From an optimization exercise on the open Yosys and OpenROAD flow, aimed at small area and few clock cycles per item; shortcuts taken in it are not production practice.
Function was checked by simulation only, so behaviour that the tests miss may differ from the original.
Power is estimated from default activity; no workload was simulated.

File: flow/design.v
module pwlink_rx (
    input  wire         clk,
    input  wire         rst,           
    input  wire         in_valid,
    input  wire [7:0]   in_data,
    output wire         in_ready,
    output reg          out_valid,
    output reg  [3:0]   out_class,
    output reg  [15:0]  out_seq,
    output reg  [15:0]  out_crc,
    output reg  [31:0]  out_code,
    output reg  [127:0] out_addr
);
    localparam [3:0] C_CRC_ERROR = 4'd0,  C_ACK = 4'd1, C_BUSY = 4'd2, C_ERROR = 4'd3,
                     C_SW_ON = 4'd4, C_SW_OFF = 4'd5, C_INIT = 4'd6, C_POWER = 4'd7,
                     C_CIRCLE = 4'd8, C_STATUS = 4'd9, C_CALIB = 4'd10, C_HISTORY = 4'd11,
                     C_UNREC = 4'd12;
    localparam [2:0] S_IDLE = 3'd0,    
                     S_P1   = 3'd1,    
                     S_P2   = 3'd2,    
                     S_P3   = 3'd3,    
                     S_BODY = 3'd4,    
                     S_CR   = 3'd5;    
    reg [2:0]  state;
    reg [5:0]  blen;                   
    reg [7:0]  buf_q [0:27];           
    reg [31:0] win;                    
    reg [15:0] crc;                    
    assign in_ready = 1'b1;
    wire take = in_valid & in_ready;
    function is_word(input [7:0] b);
        is_word = (b >= 8'h30 && b <= 8'h39) || (b >= 8'h41 && b <= 8'h5A) ||
                  (b >= 8'h61 && b <= 8'h7A) || (b == 8'h5F);
    endfunction
    function is_hexany(input [7:0] b);
        is_hexany = (b >= 8'h30 && b <= 8'h39) || (b >= 8'h41 && b <= 8'h46) ||
                    (b >= 8'h61 && b <= 8'h66);
    endfunction
    function [3:0] hexdig(input [7:0] b);
        if (b <= 8'h39)      hexdig = b[3:0];
        else if (b <= 8'h46) hexdig = b[3:0] + 4'd9;    
        else                 hexdig = b[3:0] + 4'd9;    
    endfunction
    function [7:0] hexchar(input [3:0] n);
        hexchar = (n <= 4'd9) ? (8'h30 + {4'd0, n}) : (8'h37 + {4'd0, n});
    endfunction
    function [15:0] crc_step(input [15:0] c, input [7:0] b);
        integer k;
        reg [15:0] r;
        begin
            r = c ^ {b, 8'h00};
            for (k = 0; k < 8; k = k + 1)
                r = r[15] ? ((r << 1) ^ 16'h1021) : (r << 1);
            crc_step = r;
        end
    endfunction
    function [2:0] idle_next(input [7:0] b);
        idle_next = (b == 8'h05) ? S_P1 : S_IDLE;
    endfunction
    wire [31:0] op   = {buf_q[0], buf_q[1], buf_q[2], buf_q[3]};
    wire [31:0] seqf = {buf_q[4], buf_q[5], buf_q[6], buf_q[7]};
    wire [31:0] code = {buf_q[8], buf_q[9], buf_q[10], buf_q[11]};
    wire [127:0] addr = {buf_q[12], buf_q[13], buf_q[14], buf_q[15],
                         buf_q[16], buf_q[17], buf_q[18], buf_q[19],
                         buf_q[20], buf_q[21], buf_q[22], buf_q[23],
                         buf_q[24], buf_q[25], buf_q[26], buf_q[27]};
    wire [31:0] crc_text = {hexchar(crc[15:12]), hexchar(crc[11:8]),
                            hexchar(crc[7:4]), hexchar(crc[3:0])};
    wire        crc_ok   = (blen >= 6'd4) && (crc_text == win);
    wire [5:0]  plen     = blen - 6'd4;    
    wire        seq_ok   = is_hexany(seqf[31:24]) && is_hexany(seqf[23:16]) &&
                           is_hexany(seqf[15:8])  && is_hexany(seqf[7:0]);
    wire [15:0] seq_val  = {hexdig(seqf[31:24]), hexdig(seqf[23:16]),
                            hexdig(seqf[15:8]),  hexdig(seqf[7:0])};
    reg [3:0] cls;
    always @* begin
        if (!crc_ok)
            cls = C_CRC_ERROR;
        else if (plen < 6'd8 || !seq_ok)
            cls = C_UNREC;
        else if (op == "0000") begin
            if (plen == 6'd12) begin
                if (code == "00C1")      cls = C_ACK;
                else if (code == "00C2") cls = C_BUSY;
                else                     cls = C_ERROR;
            end else if (plen == 6'd28 && code == "00D8")
                cls = C_SW_ON;
            else if (plen == 6'd28 && code == "00DE")
                cls = C_SW_OFF;
            else
                cls = C_UNREC;
        end
        else if (op == "0011") cls = C_INIT;
        else if (op == "0013") cls = C_POWER;
        else if (op == "0019") cls = C_CIRCLE;
        else if (op == "0024") cls = C_STATUS;
        else if (op == "0027") cls = C_CALIB;
        else if (op == "0049") cls = C_HISTORY;
        else                   cls = C_UNREC;
    end
    wire frame_done = take && (state == S_CR) && (in_data == 8'h0A);
    integer i;
    always @(posedge clk) begin
        if (rst) begin
            state <= S_IDLE;
            blen  <= 6'd0;
            crc   <= 16'h0000;
        end else if (take) begin
            case (state)
                S_IDLE: state <= idle_next(in_data);
                S_P1:   state <= (in_data == 8'h05) ? S_P2 : S_IDLE;
                S_P2:   state <= (in_data == 8'h03) ? S_P3 :
                                 (in_data == 8'h05) ? S_P2 : S_IDLE;
                S_P3:   if (in_data == 8'h03) begin
                            state <= S_BODY;
                            blen  <= 6'd0;
                            crc   <= 16'h0000;
                        end else
                            state <= idle_next(in_data);
                S_BODY: if (is_word(in_data)) begin
                            if (blen != 6'd63) blen <= blen + 6'd1;
                            if (blen >= 6'd4) crc <= crc_step(crc, win[31:24]);
                        end else if (in_data == 8'h0D && blen != 6'd0)
                            state <= S_CR;
                        else
                            state <= idle_next(in_data);
                S_CR:   state <= (in_data == 8'h0A) ? S_IDLE : idle_next(in_data);
                default: state <= S_IDLE;
            endcase
        end
    end
    always @(posedge clk) begin
        if (take && state == S_BODY && is_word(in_data)) begin
            win <= {win[23:0], in_data};
            for (i = 0; i < 28; i = i + 1)
                if (blen == i[5:0]) buf_q[i] <= in_data;
        end
    end
    always @(posedge clk) begin
        if (rst)
            out_valid <= 1'b0;
        else
            out_valid <= frame_done;
        if (frame_done) begin
            out_class <= cls;
            out_seq   <= seq_val;
            out_crc   <= crc;
            out_code  <= code;
            out_addr  <= addr;
        end
    end
endmodule
File: flow/run.sh
#!/bin/bash
# synth_recipe.tcl (not shown) runs the flow's synth.tcl, then flattens the netlist and writes it again
# the make line also repeats each setting of config.mk as NAME=value (left out here)
make -C /OpenROAD-flow-scripts/flow DESIGN_CONFIG=/design/flow/config.mk WORK_HOME=/design/flow/orfs CLKGATE_MAP_FILE= SYNTH_SCRIPT=/design/flow/synth_recipe.tcl finish
File: flow/config.mk
export PLATFORM = sky130hd
export DESIGN_NAME = pwlink_rx
export DESIGN_NICKNAME = pwlink_rx
export VERILOG_FILES = /design/flow/design.v
export SDC_FILE = /design/flow/constraint.sdc
export NUM_CORES = 4
export LEC_CHECK = 0
export CAP_MARGIN = 20
export CORE_MARGIN = 2
export CORE_UTILIZATION = 40
export SLEW_MARGIN = 20
File: flow/constraint.sdc
create_clock -name core_clock -period 5.0 [get_ports {clk}]
set_input_delay 1.0000 -clock core_clock [delete_from_list [all_inputs] [get_ports {clk}]]
set_output_delay 1.0000 -clock core_clock [all_outputs]
set_load 0.01 [all_outputs]
==> flow_summary.yaml <==
die:
  ioPinCount: 209
  die_area_um2: 44900
  initial_core_util: 0.403
  rows: 76
  die_w_um: 212
  dieHeight_um: 212
  core_region_area_um2: 42900
synth:
  synthDistinctLibCells: 71
  syn-instance-count: 969
  yosysSeqAreaShare: 0.815
  async_flop_share: 0
  synth_top_area_share: 0.785
  synth_seq_cells: 478
  synth_edf_count: 452
  yosysMostFrequentCell: "edfxtp_1"
  synth_commonest_cells: "452 x edfxtp_1, 68 x nand2_1, 43 x nor2_1"
  ys.flop_type: "edfxtp_1"
  synthTopCellsByArea: "edfxtp_1 79%, dfxtp_1 3.0%, ha_1 2.4%"
  synth_fp_nets: 1013
  yosysWarnings: 2
  yosysTopAreaCell: "edfxtp_1"
  synth_area_um2: 17300
  synth_area_per_cell_um2: 17.8
critical_path:
  cp-start-kind: "primary input"
  critPathArrivalTime_ns: 3.70
  reg2reg_from: "state[0]"
  crit_type: "in -> reg"
  cp.required_ns: 5.24
  cp_num_buf_inv: 2
  path_depth: 7
  slowest_stage: "clkdlybuf4s50_1"
  critical-path-max-stage-delay_ns: 0.83
  crit_path_start: "in_data[6]"
  path_cells: "clkdlybuf4s50_1, o41ai_1, a211oi_2, o31ai_4, nor2_2, buf_4, and4_1"
  cp-end-kind: "flip-flop"
  r2r_cells: 6
  r2r_slack_ns: 2.04
  cpLargestDelayFamily: "buffers and inverters"
  rr_endpoint: "buf_q[12][3]"
  crit_fanout: 35
  endpoint: "buf_q[12][3]"
sta:
  rsz0062_at_grt: "no"
  slew_headroom: 0.403
  worst_pin_slew_ns: 0.887
  finClkSkew_ns: 0.0157
  maxSlewViolCount: 0
  setup_violations: 0
  period_needed_ns: 3.46
  fmax_mhz: 289
  finalHoldViolCount: 0
  whs_ns: 0.415
  fin_tns_setup_ns: 0
  fin_crit_sh: 0.693
power_and_ir_drop:
  power.density_nw_per_um2: 359
  p_comb_frac: 0.013
  power_switching_mw: 1.51
  p_total_mw: 7.76
  pwr-share-clk: 0.426
  internal_power_mw: 6.24
  p_seq_frac: 0.561
  swShare: 0.195
  peakVddDrop_v: 0.000221
  cellLeakagePower_nw: 7.00
clock_network:
  cts_resized: 0
  htreeDepth: 2
  path_clk_slew_ns: 0.06
  clk_latency_ns: 0.57
  clock-sinks: 478
  cts_inserted_buffers: 47
  cts_setup_buffers: 0
  cts_hold_buf: 0
  root_buffer: "clkbuf_16"
  tritoncts: "yes"
  clock_tree.buffer_depth: 3
detailed_routing:
  wl_met2_um: 18100
  vias: 9228
  wl_met3_um: 2290
  wl_met1_um: 16700
  drcViolationCount: 0
  wl_per_cell_um: 20.6
  vias_per_cell: 5.00
  route.top_layer_used: "met5"
  wl_um: 38100
  dr.pass1.iters: 5
  ant_nets: 0
  drt_iter0_drc: 709
placement:
  postPlaceCellArea_um2: 20200
  numPortBuffers: 207
  dpl.hpwl_um: 25300
  gp_congestion: 0.820
global_route:
  grt_pass1_vias: 9140
  antenna_found_initial: 3
  grt_pass1_wl_um: 56700
  grt.total_usage: 0.172
  grt_max_degree: 51
  overflow: 0
run_status:
  status: "finished clean"
finish:
  antennaDiodeCount: 0
  drive_above_1_share: 0.0849
  area_growth_pct: 25.1
  fin_area_um2: 21600
  nFillCells: 3544
  final_nets: 1272
flow_run:
  maxCapViolCount: 0
hold_path:
  worstHoldStart: "buf_q[19][5]"
  hold_class: "reg -> reg"
==> power by group through the flow <==
| stage | clock network (mW) | registers, mW | logic [mW] |
|---|---|---|---|
| final | 3.31 | 4.35 | 0.0982 |
| after global routing | 3.55 | 4.35 | 0.107 |
| after CTS | 3.38 | 4.35 | 0.101 |
| after detailed placement | 0 | 4.44 | 0.101 |
| after global placement | 0 | 4.44 | 0.0998 |
| after floorplan | 0 | 4.44 | 0.0275 |
==> final cells by class <==
class                      instances  area (um^2)  share of cell area
sequential                       478        14100               0.652
multi-input combinational        444         3020               0.140
timing repair buffer             225         2220               0.103
clock buffer                      56         1240              0.0574
tap                              585          732              0.0338
clock inverter                    26          196             0.00908
inverter                          32          120             0.00555
==> kinds of logic (layout without fill, tap and decap cells) <==
kind of cell	Yosys count	count (layout)	share of synthesized area
xor+xnor	62	62	0.0314
compound gates	100	100	0.0390
fa+ha+maj	33	33	0.0239
buf+inv	47	339	0.0108
other cells	1	1	0.000217
simple gates	242	242	0.0759
flops	478	478	0.815
mux	6	6	0.00362
==> layout by cell type (no fill, tap or decap), types with 6 or more instances in the layout <==
cell and n:
nor2_1 43, edfxtp_1 452, ha_1 33, o21a_1 6, clkbuf_16 48, xor2_1 20, clkinv_1 11, nand2_1 68
clkbuf_1 7, and3_1 12, nor4b_1 8, dfxtp_1 26, inv_1 32, nor2b_1 6, nor4_1 10, xnor2_1 42
clkdlybuf4s50_1 203, clkinv_2 7, a21oi_1 28, o21ai_0 19, nand4_1 10, nor3_1 10, buf_4 15, nand3_1 30
==> registers in the layout, indices dropped and copies added, names as in the netlist <==
| signal | cells |
|---|---|
| win | 32 |
| out_addr | 128 |
| crc | 16 |
| buf_q | 224 |
| out_class | 4 |
| out_seq | 16 |
| blen | 6 |
| out_valid | 1 |
| out_crc | 16 |
| state | 3 |
| out_code | 32 |
==> metrics by stage <==
step | util | std cells | worst slack, ns
5_1_grt | 0.504 | 1846 | 1.31
2_1_floorplan | - | 969 | -1.73
4_1_cts | 0.504 | 1846 | 1.52
6_report | 0.504 | 1846 | 1.54
3_5_place_dp | 0.471 | 1764 | 0.886
3_3_place_gp | 0.471 | 1764 | 1.04
==> worst min path at each step <==
stage | end | slack, ns | cells past startpoint
after global routing | out_addr[61] | 0.42 | 0
after global placement | out_addr[8] | 0.40 | 0
after detailed placement | out_addr[103] | 0.40 | 0
after floorplan | out_addr[0] | 0.40 | 0
after CTS | out_addr[60] | 0.41 | 0
final | out_addr[69] | 0.42 | 0
==> routing by layer <==
metal	vias to the layer above	global-route usage
li1	4230	-
met1	4605	0.233
met2	320	0.278
met3	69	0.0366
met4	4	0.0527
met5	-	0
Testbench counts, summed over its fixed seeds: cycles 12,972, bytes 12,964.

## static timing again, ports no longer ideal
How much do the figures lean on ideal ports? The routed layout below was timed once more, with nothing changed but the port constraints.
Step 1 assumes that a clkbuf_16 drives the clock port and a buf_2 every other input.
Step 2 times the ports against the registers' clock, not the clock port: input delays grow and output delays shrink by t, the midpoint of the rising clock arrivals with the driver on.
a / b / c = no drivers / after step 1 / after step 2; a / b = the first two.
shift t [ns]: 0.620
setup WS [ns]: 1.537 / 1.498 / 0.878
latest minus earliest clock arrival (ns): 0.017 / 0.018
worst register clock-pin slew, ns: 0.07 / 0.07
pins driven straight from the clock port: 1
After both steps setup and hold are still met in this run. The setup slack of this run moves by -0.039 ns with the drivers and by -0.659 ns with both steps.
